From an optimization exercise on the open Yosys and OpenROAD flow, aimed at a short achievable clock period and few clock cycles; shortcuts taken in it are not production practice. No functional check of the RTL was part of this run. No activity file was given, so power comes from the tool's default toggle rates.

`design/flow/constraint.sdc`:
```
create_clock -name core_clock -period 12.0 [get_ports {clk}]
set_input_delay 2.4000 -clock core_clock [delete_from_list [all_inputs] [get_ports {clk}]]
set_output_delay 2.4000 -clock core_clock [all_outputs]
set_load 0.01 [all_outputs]
```
`design/flow/design.v`:
```
module microsim_core (
    input  wire        clk,
    input  wire        rst,           
    output reg         mem_valid,
    output reg         mem_we,
    output reg  [19:0] mem_addr,
    output reg  [31:0] mem_wdata,
    input  wire        mem_ready,
    input  wire [31:0] mem_rdata,
    output reg         halted,
    output reg         err_valid,
    output reg  [1:0]  err_code,
    output reg  [19:0] err_addr,
    output reg  [31:0] err_ir,
    input  wire [3:0]  dbg_sel,
    output wire [19:0] dbg_rdata,
    output wire [3:0]  flags          
);
    localparam [4:0] OP_HLT = 5'd0,  OP_MOV = 5'd1,  OP_LDR = 5'd2,  OP_STR = 5'd3,
                     OP_ADD = 5'd4,  OP_ADC = 5'd5,  OP_SUB = 5'd6,  OP_SBC = 5'd7,
                     OP_CMP = 5'd8,  OP_LSL = 5'd9,  OP_LSR = 5'd10, OP_ASR = 5'd11,
                     OP_ROL = 5'd12, OP_ROR = 5'd13, OP_AND = 5'd14, OP_ORR = 5'd15,
                     OP_EOR = 5'd16, OP_NOT = 5'd17, OP_JMP = 5'd18, OP_BCC = 5'd19,
                     OP_BCS = 5'd20, OP_BPL = 5'd21, OP_BMI = 5'd22, OP_BNE = 5'd23,
                     OP_BEQ = 5'd24, OP_BVC = 5'd25, OP_BVS = 5'd26;
    reg [19:0] regs [0:14];
    reg        fc, fz, fn, fv;
    reg [19:0] fpc;         
    reg [19:0] f_addr;      
    reg        d_arr;       
    reg        d_buf;       
    reg [31:0] dbuf;
    reg        e_v;         
    reg        e_ldw;       
    reg [31:0] e_ir;
    reg [19:0] e_pc1;       
    reg [19:0] e_a, e_b;
    reg [3:0]  e_ra;
    reg        e_err;       
    reg [1:0]  e_ecode;
    reg        e_hlt, e_ldr, e_str, e_br, e_wr, e_wpc;
    reg [3:0]  e_cc;        
    reg        e_cinv, e_jmp;
    reg        e_mov, e_add, e_sub, e_usec, e_flg_arith, e_logic, e_sh, e_rot;
    reg [1:0]  e_lop;       
    reg [1:0]  e_sop;       
    reg        e_rol;
    wire [19:0] a = e_a;
    wire [19:0] b = e_b;
    wire [19:0] bx   = e_sub ? ~b : b;
    wire        cin  = e_usec ? fc : e_sub;
    wire [20:0] sum  = {1'b0, a} + {1'b0, bx} + {20'd0, cin};
    wire        add_c = sum[20] ^ e_sub;
    wire        add_v = (a[19] == bx[19]) && (sum[19] != a[19]);
    wire        b_zero = (b == 20'd0);
    wire        b_big  = (|b[19:5]) || (b[4:0] > 5'd20);
    wire [20:0] lsl_t  = {1'b0, a} << b[4:0];
    wire [20:0] lsr_t  = {a, 1'b0} >> b[4:0];
    wire [20:0] asr_t  = $signed({a, 1'b0}) >>> b[4:0];
    reg  [19:0] sh_res;
    reg         sh_c;
    always @(*) begin
        case (e_sop)
            2'd0: begin sh_res = lsl_t[19:0];  sh_c = lsl_t[20]; end
            2'd1: begin sh_res = lsr_t[20:1];  sh_c = lsr_t[0];  end
            default: begin sh_res = asr_t[20:1]; sh_c = asr_t[0]; end
        endcase
        if (b_big) begin
            if (e_sop == 2'd2) begin sh_res = {20{a[19]}}; sh_c = a[19]; end
            else               begin sh_res = 20'd0;       sh_c = 1'b0;  end
        end
        if (b_zero) sh_c = fc;
    end
    function [2:0] mod5_4;
        input [3:0] x;
        mod5_4 = (x >= 4'd15) ? x - 4'd15 : (x >= 4'd10) ? x - 4'd10 : (x >= 4'd5) ? x - 4'd5 : x;
    endfunction
    function [2:0] mod5_5;
        input [4:0] x;
        mod5_5 = (x >= 5'd20) ? x - 5'd20 : (x >= 5'd15) ? x - 5'd15 :
                 (x >= 5'd10) ? x - 5'd10 : (x >= 5'd5) ? x - 5'd5 : x;
    endfunction
    wire [4:0]  qs = {2'b0, mod5_4(b[3:0])} + {2'b0, mod5_4(b[7:4])} + {2'b0, mod5_4(b[11:8])}
                   + {2'b0, mod5_4(b[15:12])} + {2'b0, mod5_4(b[19:16])};
    wire [2:0]  q  = mod5_5(qs);
    wire [1:0]  p  = b[1:0];
    wire [39:0] aa = {a, a};
    reg  [19:0] r1, rot_res;
    always @(*) begin
        if (e_rol) begin
            case (p)
                2'd0: r1 = a;
                2'd1: r1 = {a[14:0], a[19:15]};
                2'd2: r1 = {a[9:0],  a[19:10]};
                default: r1 = {a[4:0], a[19:5]};
            endcase
            case (q)
                3'd0: rot_res = r1;
                3'd1: rot_res = {r1[3:0],  r1[19:4]};
                3'd2: rot_res = {r1[7:0],  r1[19:8]};
                3'd3: rot_res = {r1[11:0], r1[19:12]};
                default: rot_res = {r1[15:0], r1[19:16]};
            endcase
        end else begin
            case (p)
                2'd0: r1 = a;
                2'd1: r1 = {a[4:0],  a[19:5]};
                2'd2: r1 = {a[9:0],  a[19:10]};
                default: r1 = {a[14:0], a[19:15]};
            endcase
            case (q)
                3'd0: rot_res = r1;
                3'd1: rot_res = {r1[15:0], r1[19:16]};
                3'd2: rot_res = {r1[11:0], r1[19:12]};
                3'd3: rot_res = {r1[7:0],  r1[19:8]};
                default: rot_res = {r1[3:0],  r1[19:4]};
            endcase
        end
    end
    wire rot_c = e_rol ? rot_res[0] : rot_res[19];
    reg [19:0] log_res;
    always @(*) begin
        case (e_lop)
            2'd0: log_res = a & b;
            2'd1: log_res = a | b;
            2'd2: log_res = a ^ b;
            default: log_res = ~a;
        endcase
    end
    wire [19:0] res = ({20{e_mov}}   & b)
                    | ({20{e_add}}   & sum[19:0])
                    | ({20{e_logic}} & log_res)
                    | ({20{e_sh}}    & sh_res)
                    | ({20{e_rot}}   & rot_res);
    wire res_z = (res == 20'd0);
    reg nc, nz, nn, nv;
    always @(*) begin
        nc = fc; nz = fz; nn = fn; nv = fv;
        if (e_flg_arith) begin    
            nc = add_c; nv = add_v; nz = res_z; nn = res[19];
        end
        if (e_logic) begin
            nz = res_z; nn = res[19];
        end
        if (e_sh) begin
            nc = sh_c; nv = a[19] ^ res[19]; nz = res_z; nn = res[19];
        end
        if (e_rot) begin
            nz = res_z; nn = res[19];
            if (!b_zero) begin nc = rot_c; nv = a[19] ^ res[19]; end
        end
    end
    wire cond = (|(e_cc & {fv, fn, fz, fc})) ^ e_cinv;
    wire e_ok     = e_v && !e_err;
    wire e_mem    = e_ok && (e_ldr || e_str);
    wire e_take   = e_ok && e_br && (e_jmp || cond);       
    wire e_redir  = e_ok && e_wpc;                          
    wire e_halt   = e_ok && e_hlt;
    wire ld_pc    = e_ldw && (e_ra == 4'd15);
    always @(*) begin
        mem_valid = 1'b0;
        mem_we    = 1'b0;
        mem_addr  = fpc;
        mem_wdata = {12'd0, e_a};
        if (e_mem) begin
            mem_valid = 1'b1;
            mem_we    = e_str;
            mem_addr  = e_b;
        end else if (e_take) begin
            mem_valid = 1'b1;
            mem_addr  = e_b;
        end else if (!halted && !e_redir && !e_halt && !ld_pc) begin
            mem_valid = 1'b1;
        end
    end
    wire stall  = mem_valid && !mem_ready;
    wire acc    = mem_valid && mem_ready;
    wire f_acc  = acc && !e_mem;         
    wire        d_v  = d_arr || d_buf;
    wire [31:0] w    = d_buf ? dbuf : mem_rdata;
    wire [4:0]  d_op   = w[31:27];
    wire [1:0]  d_mode = w[26:25];
    wire [3:0]  d_ra   = w[23:20];
    wire [3:0]  d_rb   = w[19:16];
    wire [19:0] d_pc1  = f_addr + 20'd1;
    wire smc = e_mem && e_str && d_v && (e_b == f_addr);
    wire d_kill = !stall && (e_take || e_redir || ld_pc || smc);
    wire e_free = !stall && (!e_v || e_err || !(e_ldr || e_hlt));
    wire d_take = d_v && e_free && !d_kill;
    wire        wb_ld  = e_ldw;                              
    wire        wb_alu = e_ok && e_wr && !stall;
    wire        wb_en  = wb_ld || wb_alu;
    wire [3:0]  wb_r   = e_ra;
    wire [19:0] wb_d   = wb_ld ? mem_rdata[19:0] : res;
    function [19:0] rd;
        input [3:0] r;
        begin
            if (r == 4'd15)               rd = d_pc1;
            else if (wb_en && wb_r == r)  rd = wb_d;
            else                          rd = regs[r];
        end
    endfunction
    wire d_opv   = (d_op <= OP_BVS);
    wire d_gimp  = (d_op == OP_HLT) || (d_op == OP_NOT);
    wire d_gadr  = (d_op == OP_LDR) || (d_op == OP_STR) || (d_op >= OP_JMP && d_op <= OP_BVS);
    wire d_mok   = d_gimp ? (d_mode == 2'b00) : d_gadr ? d_mode[1] : !d_mode[1];
    wire d_wr    = (d_op == OP_MOV) || (d_op >= OP_ADD && d_op <= OP_NOT && d_op != OP_CMP);
    wire d_movpc = (d_op == OP_MOV) && (d_ra == 4'd15);
    integer i;
    always @(posedge clk) begin
        if (rst) begin
            fpc    <= 20'd0;
            f_addr <= 20'd0;
            d_arr  <= 1'b0;
            d_buf  <= 1'b0;
            e_v    <= 1'b0;
            e_ldw  <= 1'b0;
            e_pc1  <= 20'd0;
            halted <= 1'b0;
            {fc, fz, fn, fv} <= 4'b0000;
            for (i = 0; i < 15; i = i + 1)
                regs[i] <= 20'd0;
            err_valid <= 1'b0;
            err_code  <= 2'd0;
            err_addr  <= 20'd0;
            err_ir    <= 32'd0;
        end else begin
            err_valid <= 1'b0;
            if (wb_en && wb_r != 4'd15)
                regs[wb_r] <= wb_d;
            if (f_acc) begin
                f_addr <= mem_addr;
                fpc    <= mem_addr + 20'd1;
            end
            d_arr <= f_acc;
            d_buf <= d_v && !d_take && !d_kill;
            if (!d_buf) dbuf <= mem_rdata;
            if (e_redir && !stall) fpc <= res;
            if (ld_pc)             fpc <= mem_rdata[19:0];
            if (smc && !stall)     fpc <= f_addr;
            if (e_ldw) e_ldw <= 1'b0;
            if (!stall && e_ok) begin
                {fc, fz, fn, fv} <= {nc, nz, nn, nv};
                if (e_hlt) halted <= 1'b1;
                if (e_ldr) begin e_ldw <= 1'b1; e_v <= 1'b0; end
            end
            if (!stall && e_v && e_err) begin
                err_valid <= 1'b1;
                err_code  <= e_ecode;
                err_addr  <= e_pc1 - 20'd1;
                err_ir    <= e_ir;
            end
            if (e_free) begin
                e_v   <= d_take;
                e_ir  <= w;
                e_pc1 <= d_pc1;
                e_ra  <= d_ra;
                e_a   <= rd(d_ra);
                e_b   <= d_mode[0] ? rd(d_rb) : w[19:0];
                e_err   <= !d_opv || !d_mok;
                e_ecode <= !d_opv ? 2'd3 : 2'd2;
                e_hlt   <= (d_op == OP_HLT);
                e_ldr   <= (d_op == OP_LDR);
                e_str   <= (d_op == OP_STR);
                e_br    <= (d_op >= OP_JMP) || d_movpc;
                e_jmp   <= (d_op == OP_JMP) || d_movpc;
                e_wr    <= d_wr && !d_movpc;
                e_wpc   <= d_wr && !d_movpc && (d_ra == 4'd15);
                e_cc    <= {d_op >= OP_BVC, d_op == OP_BPL || d_op == OP_BMI,
                            d_op == OP_BNE || d_op == OP_BEQ, d_op == OP_BCC || d_op == OP_BCS};
                e_cinv  <= d_op[0];     
                e_mov   <= (d_op == OP_MOV);
                e_add   <= (d_op >= OP_ADD && d_op <= OP_CMP);
                e_sub   <= (d_op >= OP_SUB && d_op <= OP_CMP);
                e_usec  <= (d_op == OP_ADC) || (d_op == OP_SBC);
                e_flg_arith <= (d_op >= OP_ADD && d_op <= OP_CMP);
                e_logic <= (d_op >= OP_AND && d_op <= OP_NOT);
                e_lop   <= (d_op == OP_AND) ? 2'd0 : (d_op == OP_ORR) ? 2'd1 :
                           (d_op == OP_EOR) ? 2'd2 : 2'd3;
                e_sh    <= (d_op >= OP_LSL && d_op <= OP_ASR);
                e_sop   <= (d_op == OP_LSL) ? 2'd0 : (d_op == OP_LSR) ? 2'd1 : 2'd2;
                e_rot   <= (d_op == OP_ROL) || (d_op == OP_ROR);
                e_rol   <= (d_op == OP_ROL);
            end
        end
    end
    assign dbg_rdata = (dbg_sel == 4'd15) ? e_pc1 : regs[dbg_sel];
    assign flags     = {fv, fn, fz, fc};
endmodule
```
`design/flow/config.mk`:
```
export PLATFORM = sky130hd
export DESIGN_NAME = microsim_core
export DESIGN_NICKNAME = microsim_core
export VERILOG_FILES = /design/flow/design.v
export SDC_FILE = /design/flow/constraint.sdc
export NUM_CORES = 4
export LEC_CHECK = 0
export CAP_MARGIN = 20
export CORE_MARGIN = 2
export CORE_UTILIZATION = 40
export SLEW_MARGIN = 20
```
`design/flow/run.sh`:
```
#!/bin/bash
# synth_recipe.tcl (not shown) runs the flow's synth.tcl, then flattens the netlist and writes it again
# the make line also repeats each setting of config.mk as NAME=value (left out here)
make -C /OpenROAD-flow-scripts/flow DESIGN_CONFIG=/design/flow/config.mk WORK_HOME=/design/flow/orfs CLKGATE_MAP_FILE= SYNTH_SCRIPT=/design/flow/synth_recipe.tcl finish
```
==> out/qor.yml <==
numCtsBuffers: 60
die_width_um: 326
max_cap_viol_count: 0
fillCellCount: 10100
areaGrowthSynthToFinish_pct: 11.4
clockBufferDepth: 3
dieArea_mm2: 0.107
grt_pass1_vias: 37100
die_y_um: 326
ys_warn_count: 1
clockRootBuffer: "clkbuf_16"
io_pins: 173
diodes: 0
fin_setup_tns_ns: 0
finalClockSkew_ns: 0.0366
htreeDepth: 2
postRouteAntennaNets: 0
place_hpwl_mm: 119
place_congestion: 1.05
worstSetupEndpointType: "flop"
seq_area_frac_synth_pct: 38.4
numClockSinks: 573
synth_fa_ha_area_share_pct: 3.70
core_area_mm2: 0.103
cpPeakStageDelay_ns: 0.94
route.detailed.drc: 0
fin_util_pct: 44.8
synth_compound_gate_area_share_pct: 17.3
wl_per_cell_um: 29.8
hold_viol: 0
synth-seq-cells: 573
rsz0062_at_grt: "no"
dp_slack_ns: 2.86
synth-simple-area-share_pct: 21.5
ctsResizeCount: 0
clock_latency_ns: 0.68
placed_area_mm2: 0.0444
slew_headroom_pct: 11.9
vias_per_cell: 6.59
use_met1_pct: 42.9
gr-total-overflow: 0
synth_top_area_share_pct: 32.4
start_util_pct: 40.3
fin_nets: 4843
synthesis.instances: 4738
drv_slew: 0
drt-initial-drc-count: 6300
vias: 40300
cp.required_ns: 12.42
startpoint_type: "flop"
synth_top_family_by_area: "simple AND/OR/NAND/NOR gates"
layout-drive-gt1-share_pct: 10.7
async_flop_share_pct: 0
synth_xor_area_share_pct: 2.61
crit_path_top_delay_cell: "mux2i_2"
power_leakage_nw: 17.4
powerDensity_mw_per_mm2: 259
use_met3_pct: 8.48
tritoncts: "done"
antenna_found_initial: 9
most-common-layout-cells: "nand2_1, nor2_1, edfxtp_1, nand3_1, a21oi_1"
port_buffers: 160
synth_cell_types: 111
ir_drop_uv: 493
grt_max_degree: 77
stdcell_area_mm2: 0.0463
grt_pass1_wl_mm: 261
top_usage_layer: "met2"
synthTopCellsByArea: "edfxtp_1, nand2_1, mux4_2, dfxtp_1, nor2_1"
clock.fmax_mhz: 107
setup_viol: 0
synthesis.area_mm2: 0.0416
grt_usage_pct: 33.0
final_common_cell: "nand2_1"
synthMuxAreaShare_pct: 10.8
arrival_ns: 9.73
rows: 118
first_pass_iters: 10
hold_path.class: "flop to flop"
crit_type: "flop to flop"
synth.largest_area_cell: "edfxtp_1"
min_period_ns: 9.31
grt_util_met2_pct: 49.5
cp_max_fo: 23
syn_area_per_cell_um2: 8.78
post-route-period-util_pct: 77.6
drt-total-wl_mm: 182
status: "no timing/DRC/antenna violations"
postCtsHoldBufs: 0
setup_ws_ns: 2.69
synth_edf_count: 449
clk_pin_slew_ns: 0.07
post-cts-setup-buffers: 0
ys.flop_type: "edfxtp_1"
tightest_slew_ns: 1.32
## final timing paths
path,from,endpoint,slack [ns],depth (start not counted)
setup / recovery,e_b[1],e_b[14],2.69,28
hold / removal,err_ir[27],err_ir[27],0.45,2
setup reg to reg,e_b[1],e_b[14],2.69,28
hold reg to reg,err_ir[27],err_ir[27],0.45,2
## cell type report
cell class | count | area (um2) | share of cell area (%)
well taps | 1380 | 1730 | 3.73
clock buffers | 85 | 1700 | 3.67
clock inverters | 28 | 199 | 0.429
repair buffers | 298 | 2620 | 5.66
flip-flops and latches | 573 | 16000 | 34.5
multi-input cells | 3606 | 23600 | 50.9
inverters | 148 | 562 | 1.21
## sequential cells by signal, summed over array words and instances, names as in the netlist, 4 cells and up
name and cells:
e_cc 4, err_addr 20, e_ir 32, regs 320, e_pc1 20, e_b 20
f_addr 20, err_ir 32, dbuf 32, e_a 20, fpc 20
## metal layers
metal,wire (um),vias up
met3,23700,657
met4,12900,10
met5,68,-
met1,67500,19500
met2,78100,3019
li1,-,17200
## kinds of logic after synthesis
family	after synthesis
AO/OA/AOI/OAI	1011
buffers and inverters	590
flip-flops	573
other	1
AND/OR/NAND/NOR	2060
adder cells (fa/ha/maj)	117
multiplexers	263
XOR/XNOR	123
## worst max-delay path: cells and delay by family, from the launching register on
family | cells | cell delay (ns)
AOI/OAI and AO/OA | 9 | 1.88
xor gates and xnor gates | 1 | 0.18
adders and majority gates | 7 | 3.30
buffers and inverters | 5 | 0.76
DFF | 1 | 0.44
muxes | 1 | 0.94
and+or+nand+nor | 5 | 1.57
## report_power, final
group,internal [W],switching (W)
Sequential,0.00231,0.000119
Combinational,0.00235,0.00535
Clock,0.00103,0.000841
Total,0.00569,0.00631
## Yosys cell counts, drive strengths merged (54+ instances only)
cell type and count:
mux2i 76, ha 107, nand2 916, inv 145
and3 110, edfxtp 449, dfxtp 124, a21oi 238
mux4 136, clkbuf 304, xnor2 69, nor2 545
nor3 61, a211oi 86, buf 138, xor2 54
a311oi 100, o21ai 142, nand3 278
## metrics by stage
stage | cells | hold WS [ns] | total power (W)
after floorplan | 4769 | 0.467 | 0.00793
after global placement | 6004 | 0.444 | 0.00982
after detailed placement | 6005 | 0.449 | 0.00984
after CTS | 6118 | 0.458 | 0.0117
after global routing | 6118 | 0.475 | 0.0125
final | 6118 | 0.452 | 0.0120

## re-timing with driven ports
The results above use ideal ports. As a check the final layout listed here was re-extracted and re-timed, cells and wires unchanged. Step 1: set_driving_cell puts a clkbuf_16 on clk and a buf_2 on each other input, an assumption about the parent block. Step 2 also shifts input and output timing later by t, the mid clock arrival at the registers, as if the neighbouring blocks saw the same clock. a / b / c = ideal ports / drivers / drivers and shift; a / b = the first two.
t (ns): 0.735
slack for setup (ns): 2.692 / 2.692 / 2.692
cell pins on the clock port's net: 1
After both steps setup and hold are still met in this run. For this run, drivers alone change the setup slack by 0.000 ns; drivers and shift together by 0.000 ns.
